Context: an optimization exercise on an open-source flow, tuned for small area. The choices shown serve that exercise and are no tape-out recipe.
RTL that was checked went through simulation tests only; none was proved equivalent to the original.
Power and IR drop assume default switching activity.

Setup of north:
Design si8900_core, start of the top module:
module si8900_core (
    input  wire        clk,
    input  wire        rst,              
    input  wire        op_start,
    input  wire [31:0] req,
    output wire        busy,
    output reg         done,
    output reg  [1:0]  status,
    output wire [7:0]  res_cmd,
    output reg  [15:0] res_word,
    output wire [7:0]  res_channel,
    output wire [15:0] res_value,
    output reg         res_failed,
    output reg         rx_conf,
    output reg         cf_conf,
    input  wire [23:0] pkt,
    input  wire        pkt_valid,
    input  wire        transmit_ready,
    input  wire        receive_ready,
    input  wire [7:0]  read_data,
    output wire        send_byte,
    output wire [7:0]  send_data,
    output wire        read_byte
);
Size in the first run: about 680 cells after synthesis, roughly 6900 sq um of cells after synthesis.
clock: 50.0 ns
lec_check: 0
cap_margin: 20
core_margin: 2
core_utilization: 40
cts_buf_list: sky130_fd_sc_hd__clkbuf_4 sky130_fd_sc_hd__clkbuf_8
slew_margin: 20
synth_hierarchical: 1
standard.sh (not shown) runs the stock make flow with config.mk's settings and CLKGATE_MAP_FILE= SYNTH_SCRIPT=/design/flow/synth_recipe.tcl, a recipe that flattens the netlist after the stock synthesis.
==> flow/flow/run.sh <==
#!/bin/bash
# Layout flow: the standard flow (standard.sh, unchanged synthesis),
# with the ports buffered by the smallest buffer and the synthesis buffers removed
# at floorplan.
set -euo pipefail
export BUFFER_PORTS_ARGS="-buffer_cell sky130_fd_sc_hd__buf_1"
export REMOVE_ABC_BUFFERS=1
bash standard.sh finish > standard.log 2>&1
In summary, north completed successfully, with a layout that passed the timing, DRC and antenna checks.
--- input diff north..south ---
- changing CTS_BUF_LIST from sky130_fd_sc_hd__clkbuf_4 sky130_fd_sc_hd__clkbuf_8 to sky130_fd_sc_hd__clkbuf_8
## What came out
south does better than north on via total after detailed routing. Leakage power figure across north and south: no real change. north → south: layout overhead on the synthesized area did not really move; chip width did not really move; total clock buffers created by CTS barely changed; power after layout ~0 delta; sequential share of layout area roughly the same. Global-route usage: south vs north — no meaningful difference. north and south ended up with roughly the same wire length the detailed router placed on met1.
No functional check of the RTL was part of any run of this note.

---

Setup of the baseline:
si8900_core, a different RTL version from the one above (not shown whole).
Size in the first run: ~660 cells after synthesis, about 89 flip-flops, roughly 140 I/O pins, about 6800 um2 of cells after synthesis.
## si8900_core
module si8900_core (
    input  wire        clk,
    input  wire        rst,              
    input  wire        op_start,
    input  wire [31:0] req,
    output wire        busy,
    output reg         done,
    output reg  [1:0]  status,
    output wire [7:0]  res_cmd,
    output reg  [15:0] res_word,
    output wire [7:0]  res_channel,
    output wire [15:0] res_value,
    output reg         res_failed,
    output reg         rx_conf,
    output reg         cf_conf,
    input  wire [23:0] pkt,
    input  wire        pkt_valid,
    input  wire        transmit_ready,
    input  wire        receive_ready,
    input  wire [7:0]  read_data,
    output wire        send_byte,
    output wire [7:0]  send_data,
    output wire        read_byte
);
export LEC_CHECK = 0
export CAP_MARGIN = 0
export CORE_MARGIN = 2
export CORE_UTILIZATION = 65
export CTS_BUF_LIST = sky130_fd_sc_hd__clkbuf_8
export SLEW_MARGIN = 0
export SYNTH_HIERARCHICAL = 1
create_clock -name core_clock -period 50.0 [get_ports {clk}]
==> flow/flow/run.sh <==
#!/bin/bash
# Layout flow: the standard flow (standard.sh, unchanged synthesis),
# with the ports buffered by the smallest buffer and the synthesis buffers removed
# at floorplan; the constant outputs share one tie cell, and clock tree
# synthesis adds no dummy loads.
set -euo pipefail
export BUFFER_PORTS_ARGS="-buffer_cell sky130_fd_sc_hd__buf_1"
export REMOVE_ABC_BUFFERS=1
export SKIP_REPAIR_TIE_FANOUT=1
export CTS_ARGS="-sink_clustering_enable -repair_clock_nets -buf_list sky130_fd_sc_hd__clkbuf_8 -dont_use_dummy_load"
bash standard.sh finish > standard.log 2>&1
Looking at the reports, the baseline completed the entire flow and the layout it produced met the timing, DRC and antenna checks.
### the baseline -> the candidate
- changing CAP_MARGIN from 0 to 20
- changing SLEW_MARGIN from 0 to 20
- changing CORE_UTILIZATION from 65 to 40
==> flow/flow/run.sh <==
#!/bin/bash
# Layout flow: the standard flow (standard.sh, unchanged synthesis),
# with the ports buffered by the smallest buffer and the synthesis buffers removed
# at floorplan.
set -euo pipefail
export BUFFER_PORTS_ARGS="-buffer_cell sky130_fd_sc_hd__buf_1"
export REMOVE_ABC_BUFFERS=1
bash standard.sh finish > standard.log 2>&1
### Flow results
The minimum clock period after layout of the candidate was inferior to that of the baseline. Minimum setup slack among reg-to-reg paths for the candidate is lower than for the baseline. Utilization after layout on the candidate is down relative to the baseline. The candidate vs. the baseline: sequential share of layout area went down by 0.70 points, worst setup slack saw a decrease. The candidate vs the baseline — leakage component of the power rose about 1.9%. Looking at total chip power, the candidate sits above the baseline. Relative area of clock buffers and inverters in the final design, the baseline and the candidate: higher on the candidate. Re portion of total power attributed to the clock network: the baseline was lower than the candidate.

---

si8900_core, a different RTL version from the one above (not shown whole).
Size in the first run: roughly 660 cells after synthesis, roughly 140 I/O pins.
// si8900_core
module si8900_core (
    input  wire        clk,
    input  wire        rst,              
    input  wire        op_start,
    input  wire [31:0] req,
    output wire        busy,
    output reg         done,
    output reg  [1:0]  status,
    output wire [7:0]  res_cmd,
    output reg  [15:0] res_word,
    output wire [7:0]  res_channel,
    output wire [15:0] res_value,
    output reg         res_failed,
    output reg         rx_conf,
    output reg         cf_conf,
    input  wire [23:0] pkt,
    input  wire        pkt_valid,
    input  wire        transmit_ready,
    input  wire        receive_ready,
    input  wire [7:0]  read_data,
    output wire        send_byte,
    output wire [7:0]  send_data,
    output wire        read_byte
);
export LEC_CHECK = 0
export CAP_MARGIN = 0
export CORE_MARGIN = 2
export CORE_UTILIZATION = 65
export CTS_BUF_LIST = sky130_fd_sc_hd__clkbuf_8
export SLEW_MARGIN = 0
export SYNTH_HIERARCHICAL = 1
create_clock -name core_clock -period 50.0 [get_ports {clk}]
==> flow/flow/run.sh <==
#!/bin/bash
# Layout flow: the standard flow (standard.sh, unchanged synthesis),
# with the ports buffered by the smallest buffer and the synthesis buffers removed
# at floorplan; the constant outputs share one tie cell, and clock tree
# synthesis adds no dummy loads.
set -euo pipefail
export BUFFER_PORTS_ARGS="-buffer_cell sky130_fd_sc_hd__buf_1"
export REMOVE_ABC_BUFFERS=1
export SKIP_REPAIR_TIE_FANOUT=1
export CTS_ARGS="-sink_clustering_enable -repair_clock_nets -buf_list sky130_fd_sc_hd__clkbuf_8 -dont_use_dummy_load -sink_buffer_max_cap_derate 1.0 -sink_clustering_size 30 -sink_clustering_max_diameter 100"
bash standard.sh finish > standard.log 2>&1
Change:
--- a/flow/flow/run.sh
+++ b/flow/flow/run.sh
@@ -10 +10 @@
-export CTS_ARGS="-sink_clustering_enable -repair_clock_nets -buf_list sky130_fd_sc_hd__clkbuf_8 -dont_use_dummy_load -sink_buffer_max_cap_derate 1.0 -sink_clustering_size 30 -sink_clustering_max_diameter 100"
+export CTS_ARGS="-sink_clustering_enable -repair_clock_nets -buf_list sky130_fd_sc_hd__clkbuf_8 -dont_use_dummy_load"
Effect:
- critical path depth is unchanged
- clock power is about the same
- power stays the same

==> port drivers added, routing unchanged <==
The flow's constraints put no driver on any port. The routed layouts listed below were extracted and timed again, unchanged, in two steps. Step 1, drivers: a clkbuf_16 drives clk and a buf_2 each remaining input, both assumed. Step 2 times the ports against the registers' clock, not the clock port: input delays grow and output delays shrink by t, the midpoint of the rising clock arrivals with the driver on. Three values: ideal ports, drivers, drivers and shift; two values: the first two.
| run | shift t [ns] | slack for setup (ns) | latest minus earliest clock arrival (ns) | pins driven straight from the clock port |
|---|---|---|---|---|
| north | 0.384 | 17.230 / 17.230 / 17.230 | 0.011 / 0.011 | 1 |
| south | 0.386 | 17.210 / 17.210 / 17.210 | 0.012 / 0.011 | 1 |
| the baseline | 0.388 | 16.510 / 16.510 / 16.510 | 0.038 / 0.039 | 1 |
| the candidate | 0.399 | 16.390 / 16.390 / 16.390 | 0.019 / 0.020 | 1 |
| the first run of note 3 | 0.382 | 17.215 / 17.221 / 16.840 | 0.029 / 0.029 | 1 |
| the second run of note 3 | 0.382 | 17.215 / 17.221 / 16.840 | 0.029 / 0.029 | 1 |
After both steps every run listed still meets setup and hold.
